Context: an optimization exercise on an open-source flow, tuned for small area, a short achievable clock period and few clock cycles. The choices shown serve that exercise and are no tape-out recipe.
Function was checked by simulation only, so behaviour that the tests miss may differ from the original.
Power figures rest on the tool's default switching activity, not on a simulated workload.

maple:
==> flow/design.v (excerpt) <==
module sdio_host_seq (
    input  wire        clk,
    input  wire        rst,           
    input  wire        gpio_irq,      
    input  wire        req_valid,
    output wire        req_ready,
    input  wire [3:0]  req_op,
    input  wire [31:0] req_arg0,
    input  wire [31:0] req_arg1,
    output wire        rsp_valid,
    output wire [2:0]  rsp_code,
    output reg  [31:0] rsp_value,
    output wire        cmd_valid,
    input  wire        cmd_ready,
    output reg         cmd_kind,      
    output reg  [31:0] cmd_arg,
    output reg         cmd_reg,       
    output wire [31:0] cmd_off,       
    output wire [31:0] cmd_wdata,     
    input  wire        bus_rsp_valid,
    input  wire        bus_rsp_fail,
    input  wire [7:0]  bus_rsp_data,
    input  wire [31:0] bus_rsp_word
);
Size: ~8900 sq um of cells after synthesis.
export LEC_CHECK = 0
export CAP_MARGIN = 20
export CORE_MARGIN = 2
export CORE_UTILIZATION = 40
export CTS_BUF_LIST = sky130_fd_sc_hd__clkbuf_8
export CTS_CLUSTER_DIAMETER = 60
export CTS_CLUSTER_SIZE = 30
export SETUP_SLACK_MARGIN = 4.0
export SLEW_MARGIN = 20
create_clock -name core_clock -period 8.0 [get_ports {clk}]
standard.sh (not shown) runs the stock make flow with config.mk's settings and CLKGATE_MAP_FILE= SYNTH_SCRIPT=/design/flow/synth_recipe.tcl, a recipe that flattens the netlist after the stock synthesis.
==> flow/flow/run.sh <==
#!/bin/bash
# Standard layout, with the port buffers made from the smallest plain buffer cell.
set -euo pipefail
export BUFFER_PORTS_ARGS="-buffer_cell sky130_fd_sc_hd__buf_1"
bash standard.sh > standard.log 2>&1
Testbench counts of maple, summed over its fixed seeds: cycles 13,179.
Input changes introduced in amber (baseline for comparison: maple):
Settings: removing CTS_BUF_LIST (formerly sky130_fd_sc_hd__clkbuf_8); removing CTS_CLUSTER_SIZE (formerly 30); removing CTS_CLUSTER_DIAMETER (formerly 60).
==> comparison <==
- Across amber and maple, none had a timing, DRC or antenna violation.
- Taking maple as 1.0, amber lands at 1.09 on cell-internal power.
- amber vs maple: number of ordinary and repair buffers in the finished layout down in amber
- Across both runs, total detailed-routing wirelength was lower for amber than for maple.
- Via count (amber vs. maple) decreases slightly
- Sort amber and maple by critical path depth asc -> top: maple
- Compared to maple, amber shows a wider setup margin.
- amber: total power consumption of the routed design 6.0% above maple
--- input diff amber..yarrow ---
Settings: SETUP_SLACK_MARGIN changed from 4.0 to 4.4.
### Flow results
Proportion of power drawn by the clock network down 3.5 points in yarrow wrt amber. When yarrow is measured against amber, its leakage power total turns out 0.00078 uW higher. The post-detailed-placement half-perimeter wirelength of amber and that of yarrow are within noise of each other. NOTE global-route wire length before repair amber->yarrow increased by a few percent. Comparing amber and yarrow, the lower post-route minimum period is on yarrow. yarrow vs. amber: cell count after placement barely changed, worst hold slack dropped 0.0049 ns.

* * *

sdio_host_seq, a different RTL version from the one above (not shown whole).
For scale: roughly 1100 cells after synthesis, about 98 flip-flops, ~250 I/O pins, ~8400 µm² of cells after synthesis.
export LEC_CHECK = 0
export CAP_MARGIN = 20
export CORE_MARGIN = 2
export CORE_UTILIZATION = 40
export SETUP_SLACK_MARGIN = 4.1
export SLEW_MARGIN = 20
create_clock -name core_clock -period 8.0 [get_ports {clk}]
Scripts as last shown in full above: flow/flow/run.sh
Testbench counts at the start, summed over its fixed seeds: cycles 13,179.
Edit:
==> flow/flow/run.sh (replaced) <==
#!/bin/bash
# Standard layout with two changes:
#  - the port buffers are made from the smallest plain buffer cell;
#  - the synthesis maps the logic with an area-oriented ABC script (flow/abc_area_deep.script)
#    in place of ORFS's speed script. Everything else in the synthesis is the standard flow's own script
#    (synth_recipe.tcl), so the registers and their names are those of the standard synthesis.
set -euo pipefail
here=$(pwd)
export BUFFER_PORTS_ARGS="-buffer_cell sky130_fd_sc_hd__buf_1"
export MY_ABC_SCRIPT="$here/flow/abc_area_deep.script"
{
  cat <<'EOT'
proc abc {args} {
  set i [lsearch -exact $args -script]
  if {$i >= 0} { lset args [expr {$i + 1}] $::env(MY_ABC_SCRIPT) }
  yosys abc {*}$args
}
EOT
  cat "$here/synth_recipe.tcl"
} > "$here/my_synth.tcl"
sed "s#$here/synth_recipe.tcl#$here/my_synth.tcl#g" standard.sh > my_standard.sh
grep -q my_synth.tcl my_standard.sh
bash my_standard.sh > standard.log 2>&1
==> flow/flow/abc_area_deep.script (new file) <==
strash
&get -n
&st
&syn2
&dch -f
&nf -R 1000
&put
Settings changed: SETUP_SLACK_MARGIN 4.1 to 4.0.
Wire length is lower by 4.0%. Clock skew is lower by 0.0036 ns. Count of clock-buffer cells in the layout is higher by 1. Flip-flop and latch count stays the same. Core utilization is higher by 0.90 points. Cell count is higher by 0.52%. Global-route usage is lower by 0.61 points. Setup slack got worse by 0.013 ns. Via count is higher by 1.0%. Synthesized cell count is lower by 3.3%.
Edit:
==> flow/flow/run.sh (replaced) <==
#!/bin/bash
# Standard layout, with the port buffers made from the smallest plain buffer cell.
set -euo pipefail
export BUFFER_PORTS_ARGS="-buffer_cell sky130_fd_sc_hd__buf_1"
bash standard.sh > standard.log 2>&1
Settings changed: CORE_UTILIZATION 40 to 60, PLACE_DENSITY set to 0.75.
removed: flow/flow/abc_area_deep.script
What happened: Die area drops by 29%. Clock skew climbs by 0.0072 ns. Final area climbs by 0.95%. Combinational power drops by 8.5%. Area after synthesis climbs by 5.5%. Global-route usage climbs by 12 points. Wire length drops by 3.8%. Power drops by 3.2%.
Edit:
Settings changed: CORE_UTILIZATION 60 to 40, PLACE_DENSITY 0.75 to unset, TNS_END_PERCENT set to 0.
=>
- count of clock-buffer cells in the layout went down by 1
- via count fell by a few percent
- area after synthesis stays the same
- worst setup slack degrades by 0.070 ns
- design area goes down slightly
Edit:
==> flow/flow/run.sh (replaced) <==
#!/bin/bash
# Standard layout with two changes:
#  - the port buffers are made from the smallest plain buffer cell;
#  - the synthesis maps the logic with an area-oriented ABC script (flow/abc_area_deep.script)
#    in place of ORFS's speed script. Everything else in the synthesis is the standard flow's own script
#    (synth_recipe.tcl), so the registers and their names are those of the standard synthesis.
set -euo pipefail
here=$(pwd)
export BUFFER_PORTS_ARGS="-buffer_cell sky130_fd_sc_hd__buf_1"
export MY_ABC_SCRIPT="$here/flow/abc_area_deep.script"
{
  cat <<'EOT'
proc abc {args} {
  set i [lsearch -exact $args -script]
  if {$i >= 0} { lset args [expr {$i + 1}] $::env(MY_ABC_SCRIPT) }
  yosys abc {*}$args
}
EOT
  cat "$here/synth_recipe.tcl"
} > "$here/my_synth.tcl"
sed "s#$here/synth_recipe.tcl#$here/my_synth.tcl#g" standard.sh > my_standard.sh
grep -q my_synth.tcl my_standard.sh
bash my_standard.sh > standard.log 2>&1
==> flow/flow/abc_area_deep.script (new file) <==
strash
&get -n
&st
&dc2
&dch -f
&nf -a -R 1000
&st
&dc2
&dch -f
&nf -a -R 1000
&put
Settings changed: TNS_END_PERCENT 0 to unset.
The new run passed the timing, design-rule and antenna checks; clock-buffer cell count does not change; hold slack gets worse by 0.0096 ns; wire length went up slightly; worst setup slack improves by 0.0074 ns; final cell count decreases by a few percent; design area falls slightly; total power is about the same; non-clock buffer count rises by 31.

* * *

run 1:
sdio_host_seq again, from the RTL that the note above started with.
Settings: LEC_CHECK=0, CAP_MARGIN=20, CORE_MARGIN=2, CORE_UTILIZATION=40, SETUP_SLACK_MARGIN=3.9, SLEW_MARGIN=20; clock period 8.0 ns.
==> flow/flow/run.sh <==
#!/bin/bash
# Standard layout, with the port buffers made from the smallest plain buffer cell.
set -euo pipefail
export BUFFER_PORTS_ARGS="-buffer_cell sky130_fd_sc_hd__buf_1"
bash standard.sh > standard.log 2>&1
Testbench counts of run 1, summed over its fixed seeds: cycles 13,179.
#### Input delta (run 2 over run 1)
Settings: SETUP_SLACK_MARGIN now 4.0, was 3.9.
==> comparison <==
- Run 2 against run 1: total power now sits higher, worst ir drop on vdd climbed 0.46%.
- Reported for run 2 and run 1, number of endpoints failing setup at the final stage turned out identical to the last digit.
- Comparing run 2 and run 1, setup slack after layout is lower on run 1.
- Looking only at design area, and setting everything else aside, the higher value of run 2 and run 1 goes to run 2.
- Changes observed in run 2 relative to run 1: sequential group power closely matched the old numbers, timing-limited maximum frequency up 0.0066 GHz, fraction of layout instances using a drive strength above 1 +2.0 points.

* * *

v14:
Another version of the RTL of sdio_host_seq (not shown whole).
For scale: roughly 910 cells after synthesis, about 90 flip-flops, roughly 7300 um^2 of cells after synthesis.
Design sdio_host_seq, start of the top module:
module sdio_host_seq (
    input  wire        clk,
    input  wire        rst,           
    input  wire        gpio_irq,      
    input  wire        req_valid,
    output wire        req_ready,
    input  wire [3:0]  req_op,
    input  wire [31:0] req_arg0,
    input  wire [31:0] req_arg1,
    output wire        rsp_valid,
    output wire [2:0]  rsp_code,
    output reg  [31:0] rsp_value,
    output wire        cmd_valid,
    input  wire        cmd_ready,
    output reg         cmd_kind,      
    output reg  [31:0] cmd_arg,
    output reg         cmd_reg,       
    output wire [31:0] cmd_off,       
    output wire [31:0] cmd_wdata,     
    input  wire        bus_rsp_valid,
    input  wire        bus_rsp_fail,
    input  wire [7:0]  bus_rsp_data,
    input  wire [31:0] bus_rsp_word
);
Settings: LEC_CHECK=0, CAP_MARGIN=20, CORE_MARGIN=2, CORE_UTILIZATION=40, SETUP_SLACK_MARGIN=3.8, SLEW_MARGIN=20; clock period 8.0 ns.
==> flow/flow/run.sh <==
#!/bin/bash
# Standard layout with two changes:
#  - the port buffers are made from the smallest plain buffer cell;
#  - the synthesis maps the logic with an area-oriented ABC script (flow/abc_area_deep.script)
#    in place of ORFS's speed script. Everything else in the synthesis is the standard flow's own script
#    (synth_recipe.tcl), so the registers and their names are those of the standard synthesis.
set -euo pipefail
here=$(pwd)
export BUFFER_PORTS_ARGS="-buffer_cell sky130_fd_sc_hd__buf_1"
export MY_ABC_SCRIPT="$here/flow/abc_area_deep.script"
{
  cat <<'EOT'
proc abc {args} {
  set i [lsearch -exact $args -script]
  if {$i >= 0} { lset args [expr {$i + 1}] $::env(MY_ABC_SCRIPT) }
  yosys abc {*}$args
}
EOT
  cat "$here/synth_recipe.tcl"
} > "$here/my_synth.tcl"
sed "s#$here/synth_recipe.tcl#$here/my_synth.tcl#g" standard.sh > my_standard.sh
grep -q my_synth.tcl my_standard.sh
bash my_standard.sh > standard.log 2>&1
==> flow/flow/abc_area_deep.script <==
strash
&get -n
&st
&dc2
&dch -f
&nf -a -R 1000
&st
&dc2
&dch -f
&nf -a -R 1000
&put
v14 went all the way through the flow, and no timing, DRC or antenna check failed.
Testbench counts of v14, summed over its fixed seeds: cycles 13,179.
Input-level comparison between v28 and v14:
--- a/flow/config.mk
+++ b/flow/config.mk
@@ -11 +11 @@
-export SETUP_SLACK_MARGIN = 3.8
+export SETUP_SLACK_MARGIN = 4.0
Results
Delta (v28 minus v14): cell count now sits higher, highest ir drop seen on vdd moved up, smallest hold slack saw little to no change. Power share of the combinational group in v28 is 0.7 points higher than in v14. Area of all placed cells without fillers: v28 > v14. v14 and v28 ended up with roughly the same count of cell types in the netlist.
For v56, these inputs were changed with respect to v28:
--- a/flow/flow/abc_area_deep.script
+++ b/flow/flow/abc_area_deep.script
@@ -10,0 +11,4 @@
+&st
+&dc2
+&dch -f
+&nf -a -R 1000
==> comparison <==
v56: full flow OK, the timing, design-rule and antenna checks passed
Sort v56 and v28 by global-route usage, descending, and v56 comes first.
v28 -> v56: average instance area after synthesis decreased slightly
Diff v28 -> v56: clock insertion delay at the later pin of the skew report level; cell depth of the worst flop-to-flop path moved down; worst hold slack has decreased; final non-filler cell area barely changed.
On fraction of the mapped netlist area in adder cells, v56 tracks v28 almost exactly.
Number of fill cells in the layout (lower): v28
Internal power of the cells in v56 vs v28: down about 2.8%
Sequential share of power (higher): v56
diff inputs: v56 => v51
==> flow/flow/abc_area_deep.script <==
strash
&get -n
&st
&dc2
&dch -f
&nf -a -R 1000
&st
&dc2
&dch -f
&nf -a -R 1000
&put
--- a/flow/config.mk
+++ b/flow/config.mk
@@ -11 +11 @@
-export SETUP_SLACK_MARGIN = 4.0
+export SETUP_SLACK_MARGIN = 4.2
Looking at capture point of the critical path, the rsp_value[8] result is from v56; the rsp_value[17] one comes from v51. v56 has lower initial antenna violation count than v51. Against v56, v51 comes in 4.2 points higher on proportion of final cell area spent on non-clock buffers. Sequential cell area fraction in the yosys report across v56 and v51: no real change.

* * *

sdio_host_seq, a different RTL version from the one above (not shown whole).
Size in the first run: ~1200 cells after synthesis, ~110 flip-flops, about 250 I/O pins.
Settings: LEC_CHECK=0, CAP_MARGIN=20, CORE_MARGIN=2, CORE_UTILIZATION=40, SETUP_SLACK_MARGIN=4.2, SLEW_MARGIN=20; clock period 8.0 ns.
run.sh (not shown) runs the stock make flow with config.mk's settings and CLKGATE_MAP_FILE= SYNTH_SCRIPT=/design/flow/synth_recipe.tcl, a recipe that flattens the netlist after the stock synthesis.
Stock flow here: none of the scripts above is used.
Testbench counts at the start, summed over its fixed seeds: cycles 13,179.
Then changed:
--- a/flow/config.mk
+++ b/flow/config.mk
@@ -10,3 +10,2 @@
 export CORE_UTILIZATION = 40
-export SETUP_SLACK_MARGIN = 4.2
 export SLEW_MARGIN = 20
Total power shrinks by about 9%.
Design area shrinks by about 12%.
Area after synthesis is unchanged.
Final cell count shrinks by about 6.4%.
Worst hold slack barely changes.

afterwards: timing with drivers on the ports:
The flow's constraints put no driver on any port. The routed layouts listed below were extracted and timed again, unchanged, in two steps. Step 1: set_driving_cell puts a clkbuf_16 on clk and a buf_2 on each other input, an assumption about the parent block. Step 2 adds t to the input delays and takes it off the output delays; t is the mean of the earliest and latest rising clock arrival at the registers after step 1. Input paths then give back, and output paths get back, about the clock's delay inside the block. a / b / c = no drivers / after step 1 / after step 2; a / b = the first two.
run	t (ns)	setup WS [ns]	slew at the worst register clock pin (ns)
maple	0.431	3.980 / 3.937 / 3.727	0.12 / 0.12
amber	0.404	3.987 / 3.941 / 3.749	0.08 / 0.08
yarrow	0.398	4.046 / 3.991 / 3.991	0.08 / 0.08
the first run of note 2	0.401	4.022 / 3.990 / 3.798	0.08 / 0.08
the second run of note 2	0.398	4.008 / 3.966 / 3.684	0.08 / 0.08
the third run of note 2	0.402	4.008 / 3.964 / 3.746	0.08 / 0.08
the fourth run of note 2	0.400	3.938 / 3.912 / 3.705	0.08 / 0.08
the fifth run of note 2	0.410	3.946 / 3.899 / 3.719	0.08 / 0.08
run 1	0.398	3.919 / 3.899 / 3.715	0.08 / 0.08
run 2	0.399	4.026 / 4.003 / 3.805	0.08 / 0.08
v14	0.402	3.778 / 3.731 / 3.622	0.08 / 0.08
v28	0.409	3.975 / 3.955 / 3.678	0.08 / 0.08
v56	0.397	3.920 / 3.879 / 3.665	0.08 / 0.08
v51	0.405	4.052 / 4.005 / 3.869	0.08 / 0.08
the first run of note 5	0.424	3.967 / 3.932 / 3.551	0.08 / 0.08
the second run of note 5	0.411	2.741 / 2.691 / 2.492	0.09 / 0.09
After both steps every run listed still meets setup and hold. For the first run of note 5, which loses most, drivers alone change the setup slack by -0.035 ns; drivers and shift together by -0.416 ns.
